From an optimization exercise on the open Yosys and OpenROAD flow, aimed at small area, a short achievable clock period and few clock cycles; shortcuts taken in it are not production practice. Function was checked by simulation only, so behaviour that the tests miss may differ from the original. No activity file was given, so power comes from the tool's default toggle rates.

===== flow/run.sh =====
#!/bin/bash
# synth_recipe.tcl (not shown) runs the flow's synth.tcl, then flattens the netlist and writes it again
# the make line also repeats each setting of config.mk as NAME=value (left out here)
make -C /OpenROAD-flow-scripts/flow DESIGN_CONFIG=/design/flow/config.mk WORK_HOME=/design/flow/orfs CLKGATE_MAP_FILE= SYNTH_SCRIPT=/design/flow/synth_recipe.tcl finish

===== flow/config.mk =====
export PLATFORM = sky130hd
export DESIGN_NAME = cocovm_core
export DESIGN_NICKNAME = cocovm_core
export VERILOG_FILES = /design/flow/design.v
export SDC_FILE = /design/flow/constraint.sdc
export NUM_CORES = 4
export LEC_CHECK = 0
export CAP_MARGIN = 20
export CORE_MARGIN = 2
export CORE_UTILIZATION = 25
export PLACE_DENSITY = 0.5
export SLEW_MARGIN = 20

===== flow/constraint.sdc =====
create_clock -name core_clock -period 16.0 [get_ports {clk}]
set_input_delay 3.2000 -clock core_clock [delete_from_list [all_inputs] [get_ports {clk}]]
set_output_delay 3.2000 -clock core_clock [all_outputs]
set_load 0.01 [all_outputs]

===== flow/design.v =====
module cocovm_core (
    input  wire        clk,
    input  wire        rst,           
    input  wire        load_en,
    input  wire [7:0]  load_addr,
    input  wire [7:0]  load_data,
    input  wire        start,
    input  wire [7:0]  start_addr,
    input  wire [7:0]  mem_raddr,
    output wire [7:0]  mem_rdata,
    output wire        busy,
    output reg         halted,        
    output reg         loop_err,      
    output reg  [10:0] steps,
    output reg  [11:0] nerr_reg,
    output reg  [10:0] nerr_op,
    output reg         out_valid,
    output reg  [7:0]  out_data,
    output wire [31:0] regs,
    output wire [7:0]  pc_o,
    output wire [7:0]  ir_o,
    output wire [2:0]  flags          
);
    localparam [10:0] STEP_LIMIT = 11'd1024;
    localparam [2:0] S_IDLE  = 3'd0,
                     S_FETCH = 3'd1,
                     S_OPA   = 3'd2,
                     S_OPB   = 3'd3,
                     S_MEM   = 3'd4,
                     S_EXEC  = 3'd5;
    reg [7:0] ram [0:255];
    reg [7:0] rf  [0:3];
    reg [7:0] pc, ir, opa, opb, mval;
    reg       fc, fz, fs;
    reg [2:0] state;
    assign busy  = (state != S_IDLE);
    assign regs  = {rf[3], rf[2], rf[1], rf[0]};
    assign pc_o  = pc;
    assign ir_o  = ir;
    assign flags = {fc, fz, fs};
    wire known   = (ir <= 8'd36);
    wire op_hlt  = (ir == 8'd0);
    wire op_nop  = (ir == 8'd36);
    wire op_mov  = (ir >= 8'd1)  && (ir <= 8'd5);
    wire op_add  = (ir >= 8'd6)  && (ir <= 8'd8);
    wire op_sub  = (ir >= 8'd9)  && (ir <= 8'd11);
    wire op_mul  = (ir >= 8'd12) && (ir <= 8'd14);
    wire op_inc  = (ir == 8'd15);
    wire op_dec  = (ir == 8'd16);
    wire op_cmp  = (ir >= 8'd17) && (ir <= 8'd19);
    wire op_jmp  = (ir >= 8'd20) && (ir <= 8'd33);
    wire op_out  = (ir == 8'd34) || (ir == 8'd35);
    wire arity1  = op_inc || op_dec || op_jmp || op_out;
    wire arity2  = op_mov || op_add || op_sub || op_mul || op_cmp;
    reg [1:0] bmode;
    always @(*) begin
        case (ir)
            8'd6, 8'd9,  8'd12, 8'd17: bmode = 2'd0;
            8'd7, 8'd10, 8'd13, 8'd18: bmode = 2'd1;
            default:                   bmode = 2'd2;
        endcase
    end
    wire needs_mem = (ir == 8'd3) || (arity2 && !op_mov && bmode == 2'd2) || (ir == 8'd35);
    wire       a_bad = |opa[7:2];
    wire       b_bad = |opb[7:2];
    wire [7:0] ra    = a_bad ? 8'd0 : rf[opa[1:0]];
    wire [7:0] rb    = b_bad ? 8'd0 : rf[opb[1:0]];
    wire [7:0] q = (bmode == 2'd0) ? rb : (bmode == 2'd1) ? opb : mval;
    wire [7:0] p = ra;
    wire [8:0]  add_full = {1'b0, p} + {1'b0, q};
    wire [7:0]  sub_res  = p - q;
    wire        sub_c    = (p >= q);
    wire [8:0]  inc_full = {1'b0, p} + 9'd1;
    wire [7:0]  dec_res  = p - 8'd1;
    wire [7:0]  mag_p    = p[7] ? (~p + 8'd1) : p;
    wire [7:0]  mag_q    = q[7] ? (~q + 8'd1) : q;
    wire [15:0] mag_prod = mag_p * mag_q;
    wire [7:0]  mul_lo   = mag_prod[7:0];
    wire [7:0]  mul_res  = (p[7] ^ q[7]) ? (~mul_lo + 8'd1) : mul_lo;
    wire        mul_c    = |mag_prod[15:8];
    wire        mul_z    = (p == 8'd0) || (q == 8'd0);
    reg  [7:0]  alu_r;
    reg         alu_c, alu_z;
    always @(*) begin
        alu_r = 8'd0; alu_c = 1'b0;
        if (op_add)                 begin alu_r = add_full[7:0]; alu_c = add_full[8]; end
        else if (op_sub || op_cmp)  begin alu_r = sub_res;       alu_c = sub_c;       end
        else if (op_mul)            begin alu_r = mul_res;       alu_c = mul_c;       end
        else if (op_inc)            begin alu_r = inc_full[7:0]; alu_c = inc_full[8]; end
        else if (op_dec)            begin alu_r = dec_res;       alu_c = (p != 8'd0); end
        alu_z = op_mul ? mul_z : (alu_r == 8'd0);
    end
    wire [3:0] jkind = (ir - 8'd20) >> 1;    
    wire       jrel  = ir[0];                
    reg        jtaken;
    always @(*) begin
        case (jkind)
            4'd0: jtaken = 1'b1;
            4'd1: jtaken = fc;
            4'd2: jtaken = !fc;
            4'd3: jtaken = fz;
            4'd4: jtaken = !fz;
            4'd5: jtaken = !fz && !fs;
            default: jtaken = fs;
        endcase
    end
    wire [7:0] pc_next   = pc + 8'd3;
    wire [7:0] pc_rel    = pc + {opa[6:0], 1'b0} + opa;    
    wire [7:0] jtarget   = jrel ? pc_rel : ra;
    reg [1:0] nreg_err;
    always @(*) begin
        nreg_err = 2'd0;
        case (ir)
            8'd1:                       nreg_err = {1'b0, b_bad} + {1'b0, a_bad};
            8'd2, 8'd3:                 nreg_err = {1'b0, a_bad};
            8'd4:                       nreg_err = {1'b0, b_bad};
            8'd6, 8'd9, 8'd12:          nreg_err = {a_bad, 1'b0} + {1'b0, b_bad};
            8'd7, 8'd8, 8'd10, 8'd11,
            8'd13, 8'd14, 8'd15, 8'd16: nreg_err = {a_bad, 1'b0};
            8'd17:                      nreg_err = {1'b0, a_bad} + {1'b0, b_bad};
            8'd18, 8'd19:               nreg_err = {1'b0, a_bad};
            8'd34:                      nreg_err = {1'b0, a_bad};
            default:
                if (op_jmp && !jrel && jtaken) nreg_err = {1'b0, a_bad};
        endcase
    end
    reg [7:0] raddr;
    always @(*) begin
        case (state)
            S_FETCH: raddr = pc;
            S_OPA:   raddr = pc + 8'd1;
            S_OPB:   raddr = pc + 8'd2;
            S_MEM:   raddr = (ir == 8'd35) ? opa : opb;
            default: raddr = mem_raddr;
        endcase
    end
    wire [7:0] rdata = ram[raddr];
    assign mem_rdata = rdata;
    wire       exec_wr  = (state == S_EXEC) && ((ir == 8'd4) || (ir == 8'd5));
    wire [7:0] exec_wd  = (ir == 8'd4) ? rb : opb;
    always @(posedge clk) begin
        if (!rst) begin
            if (state == S_IDLE && load_en)
                ram[load_addr] <= load_data;
            else if (exec_wr)
                ram[opa] <= exec_wd;
        end
    end
    always @(posedge clk) begin
        if (rst) begin
            state     <= S_IDLE;
            pc        <= 8'd0;
            ir        <= 8'd0;
            opa       <= 8'd0;
            opb       <= 8'd0;
            mval      <= 8'd0;
            fc        <= 1'b0;
            fz        <= 1'b0;
            fs        <= 1'b0;
            rf[0]     <= 8'd0;
            rf[1]     <= 8'd0;
            rf[2]     <= 8'd0;
            rf[3]     <= 8'd0;
            halted    <= 1'b0;
            loop_err  <= 1'b0;
            steps     <= 11'd0;
            nerr_reg  <= 12'd0;
            nerr_op   <= 11'd0;
            out_valid <= 1'b0;
            out_data  <= 8'd0;
        end else begin
            out_valid <= 1'b0;
            case (state)
                S_IDLE: begin
                    if (start) begin
                        pc       <= start_addr;
                        steps    <= 11'd0;
                        halted   <= 1'b0;
                        loop_err <= 1'b0;
                        nerr_reg <= 12'd0;
                        nerr_op  <= 11'd0;
                        state    <= S_FETCH;
                    end
                end
                S_FETCH: begin
                    if (steps >= STEP_LIMIT) begin
                        loop_err <= 1'b1;
                        halted   <= 1'b1;
                        state    <= S_IDLE;
                    end else begin
                        ir    <= rdata;
                        opa   <= 8'd0;
                        opb   <= 8'd0;
                        state <= S_OPA;
                    end
                end
                S_OPA: begin
                    if (arity1 || arity2) begin
                        opa   <= rdata;
                        state <= arity2 ? S_OPB : (needs_mem ? S_MEM : S_EXEC);
                    end else begin
                        state <= S_EXEC;
                    end
                end
                S_OPB: begin
                    opb   <= rdata;
                    state <= needs_mem ? S_MEM : S_EXEC;
                end
                S_MEM: begin
                    mval  <= rdata;
                    state <= S_EXEC;
                end
                S_EXEC: begin
                    steps    <= steps + 11'd1;
                    nerr_reg <= nerr_reg + {10'd0, nreg_err};
                    pc       <= pc_next;
                    state    <= S_FETCH;
                    if (!known) begin
                        nerr_op <= nerr_op + 11'd1;
                    end else if (op_hlt) begin
                        halted <= 1'b1;
                        state  <= S_IDLE;
                    end else if (op_mov) begin
                        if (ir == 8'd1 && !a_bad) rf[opa[1:0]] <= rb;
                        if (ir == 8'd2 && !a_bad) rf[opa[1:0]] <= opb;
                        if (ir == 8'd3 && !a_bad) rf[opa[1:0]] <= mval;
                    end else if (op_add || op_sub || op_mul || op_inc || op_dec || op_cmp) begin
                        if (!op_cmp && !a_bad) rf[opa[1:0]] <= alu_r;
                        fc <= alu_c;
                        fz <= alu_z;
                        fs <= alu_r[7];
                    end else if (op_jmp) begin
                        if (jtaken) pc <= jtarget;
                    end else if (op_out) begin
                        out_valid <= 1'b1;
                        out_data  <= (ir == 8'd34) ? ra : mval;
                    end
                end
                default: state <= S_IDLE;
            endcase
        end
    end
endmodule

==> impl_metrics.env <==
export IMPL_status="no timing/DRC/antenna violations"
export IMPL_grt_pass1_vias=61114
export IMPL_critPathTopFamily="compound AO/OA/AOI/OAI gates"
export IMPL_start_util_pct=25.1
export IMPL_max_stage_delay_ns=0.96
export IMPL_synthTopCellsByArea="edfxtp_1, nand2_1, nand3_1"
export IMPL_drc_errors=0
export IMPL_grt_start_max_net_pins=188
export IMPL_internal_power_mw=10.5
export IMPL_antenna_found_initial=14
export IMPL_yosysWarnings=1
export IMPL_place_gp_congestion=0.893
export IMPL_p_total_mw=16.4
export IMPL_avgViaCountPerCell=5.05
export IMPL_overflow=0
export IMPL_fin_skew_ns=0.0656
export IMPL_critPathLaunchType="input port"
export IMPL_fin_crit_sh_pct=81.0
export IMPL_worst_ep_arrival_time_ns=9.76
export IMPL_worstSetupPathType="input port to primary output"
export IMPL_synth_cell_types=110
export IMPL_pwr_share_comb_pct=30.2
export IMPL_fmax_mhz=77.2
export IMPL_design_core_area_um2=378000
export IMPL_path_cells="clkdlybuf4s50_1 -> nand2b_1 -> a21oi_1 -> nor4_2 -> nor2_8 -> buf_4 -> mux2i_1 -> a2111oi_0 -> a31oi_1 -> and4_1 -> nand3_1 -> o21ai_0 -> a21boi_0 -> buf_4 -> clkdlybuf4s50_1"
export IMPL_clock_path_buffers=3
export IMPL_power_leakage_nw=35.6
export IMPL_hold_path_class="flip-flop to flip-flop"
export IMPL_cts_resized=0
export IMPL_rows=226
export IMPL_synth_top_cell_by_area="edfxtp_1"
export IMPL_cp_required_ns=12.80
export IMPL_numCtsBuffers=227
export IMPL_fp_dieH_um=620
export IMPL_power_density_nw_per_um2=151
export IMPL_fin_tns_setup_ns=0
export IMPL_async_flop_share_pct=0
export IMPL_grt_pass1_wl_um=452000
export IMPL_relSlewSlack_pct=15.3
export IMPL_cts_tree="yes"
export IMPL_routed_wl_um=317000
export IMPL_setup_viol=0
export IMPL_ioPinCount=141
export IMPL_synth_main_ff_cell="edfxtp_1"
export IMPL_synth_top_cell_area_share_pct=65.9
export IMPL_cp_max_fo=62
export IMPL_drive_above_1_share_pct=7.76
export IMPL_synth_seq_cells=2177
export IMPL_fin_crit_ns=12.96
export IMPL_ir_worst_vdd_v=0.000125
export IMPL_post_cts_buffers=0
export IMPL_crit_buf_inv=4
export IMPL_power_switching_mw=5.90
export IMPL_place_hpwl_um=196000
export IMPL_syn_area_um2=94700
export IMPL_htree_num_levels=4
export IMPL_layout_nets=7726
export IMPL_wl_per_cell_um=24.8
export IMPL_cts_sinks=2177
export IMPL_via_count=64529
export IMPL_drt_iter0_markers=8838
export IMPL_slew_viol_final=0
export IMPL_clk_latency_ns=0.93
export IMPL_synth_seq_area_share_pct=68.0
export IMPL_cts_root_buf="clkbuf_16"
export IMPL_syn_nets=7727
export IMPL_end_kind="primary output"
export IMPL_grt_total_usage_pct=16.0
export IMPL_worst_pin_slew_ns=1.27
export IMPL_die_w_um=620
export IMPL_die_area_um2=384000
export IMPL_seqPwrFrac_pct=38.6
export IMPL_netSwitchingFraction_pct=36.0
export IMPL_rsz0062_at_grt="no"
export IMPL_cp_slowest_cell="a2111oi_0"
export IMPL_fillers=38145
export IMPL_synth_edf_count=2080
export IMPL_cap_violations=0
export IMPL_postCtsHoldBufs=0
export IMPL_firstDrtPassIters=6
export IMPL_pwr_share_clk_pct=31.2
export IMPL_synth_common_cells="edfxtp_1, nand2_1, nand3_1, nor2_1, a21oi_1"
export IMPL_synth_most_common_cell="edfxtp_1"
export IMPL_largest_reg_flops=2048
export IMPL_port_buffers=140
export IMPL_clkTransAtPathRegs_ns=0.06
export IMPL_finalHoldViolCount=0
export IMPL_syn_mean_instance_area_um2=12.5
export IMPL_syn2layout_area_growth_pct=14.4
export IMPL_syn_inst=7565
export IMPL_ant_nets=0
## per-layer routing
metal	share of wire (%)	vias to the layer above	track usage [%]	routed length, um
met3	8.3	501	2.60	26300
li1	-	28089	-	-
met2	46	3034	25.8	147000
met1	42	32899	22.0	134000
met5	0.013	-	0	41
met4	3.0	6	5.08	9460
## cell usage in the layout (no fill, tap or decap), drive strengths merged, types with 16 or more instances in the layout
cell type / synthesis / routed
a22oi: 33 / 33
and3: 168 / 168
a211oi: 78 / 78
nor3: 56 / 56
buf: 315 / 143
clkbuf: 197 / 280
nand3: 732 / 732
o22ai: 16 / 16
nand2b: 17 / 17
a211o: 18 / 18
xor2: 24 / 24
a21oi: 212 / 212
clkinv: 2 / 120
xnor2: 30 / 30
ha: 80 / 80
a32oi: 41 / 41
fa: 46 / 46
a221oi: 35 / 35
a31oi: 108 / 108
a311oi: 154 / 154
nand2: 1754 / 1754
edfxtp: 2080 / 2080
nor2: 502 / 502
o21ai: 87 / 87
dfxtp: 97 / 97
clkdlybuf4s50: 0 / 139
nand4: 51 / 51
or3: 18 / 18
nor2b: 16 / 16
mux2i: 112 / 112
a21o: 18 / 18
o211ai: 27 / 27
mux4: 65 / 65
and2: 20 / 20
inv: 106 / 110
## metrics by stage
stage | area [um^2] | utilization, % | worst slack (ns) | hold WS (ns) | cells
finish | 108000 | 28.7 | 3.04 | 0.488 | 12782
global route | 108000 | 28.7 | 3.08 | 0.506 | 12771
CTS | 108000 | 28.7 | 3.27 | 0.490 | 12768
detailed placement | 101000 | 26.8 | 3.29 | 0.482 | 12349
global placement | 101000 | 26.7 | 3.31 | 0.471 | 12345
floorplan | 94700 | - | 3.15 | 0.462 | 7565
## path summary, 6_finish.rpt
check	start	to	slack, ns	cells past startpoint
worst max-delay path	mem_raddr[2]	mem_rdata[3]	3.04	15
worst min-delay path	nerr_op[10]	nerr_op[10]	0.49	2
worst max register to register	opb[4]	rf[0][6]	7.43	30
worst min register to register	nerr_op[10]	nerr_op[10]	0.49	2
## final cells by class
class / count / area [um^2] / area share [%]
clock inverters: 139 / 1280 / 1.19
well taps: 5016 / 6280 / 5.79
repair buffers: 282 / 2700 / 2.49
inverters: 108 / 405 / 0.374
flip-flops and latches: 2177 / 64400 / 59.4
multi-input cells: 4768 / 27400 / 25.3
diodes: 12 / 30.0 / 0.0277
clock buffers: 280 / 5880 / 5.42
## worst register-to-register path: cells and delay by family, from the launching register on
family,cells,cell delay (ns)
flip-flops,1,0.40
adder cells (fa/ha/maj),6,2.10
XOR/XNOR,3,1.08
multiplexers,1,0.34
buffers and inverters,5,0.67
AO/OA/AOI/OAI,7,1.98
AND/OR/NAND/NOR,8,1.69
## power by group through the flow
stage	Sequential, mW	Combinational, mW	Clock [mW]
floorplan	6.44	3.07	0
global placement	6.44	4.85	0
detailed placement	6.44	4.87	0
CTS	6.32	4.89	5.19
global route	6.32	5.24	5.40
finish	6.32	4.94	5.11
## kinds of logic after synthesis
| group | synth area share, % |
|---|---|
| compound gates | 7.48 |
| xor+xnor | 0.499 |
| fa+ha+maj | 2.05 |
| buf+inv | 3.32 |
| flops | 68.0 |
| mux | 2.86 |
| simple gates | 15.8 |
Testbench counts, summed over its fixed seeds: cycles 142,061.

-- re-timing with driven ports --
The flow's constraints put no driver on any port. The routed layout listed below was extracted and timed again, unchanged, in two steps.
Step 1 assumes that a clkbuf_16 drives the clock port and a buf_2 every other input.
Step 2 moves the port delays by t, midway between the first and last clock arrival at a register: inputs arrive t later, outputs are due t later. That takes back most of the time a late clock gives input paths.
Three values: no drivers, after step 1, after step 2; two values: the first two.
t (ns): 0.995
setup WS [ns]: 3.043 / 3.009 / 3.009
hold WS [ns]: 0.488 / 0.488 / 0.488
slew at the worst register clock pin (ns): 0.07 / 0.07
cell pins on the clock port's net: 1
After both steps setup and hold are still met in this run. For this run, drivers alone change the setup slack by -0.034 ns; drivers and shift together by -0.034 ns.
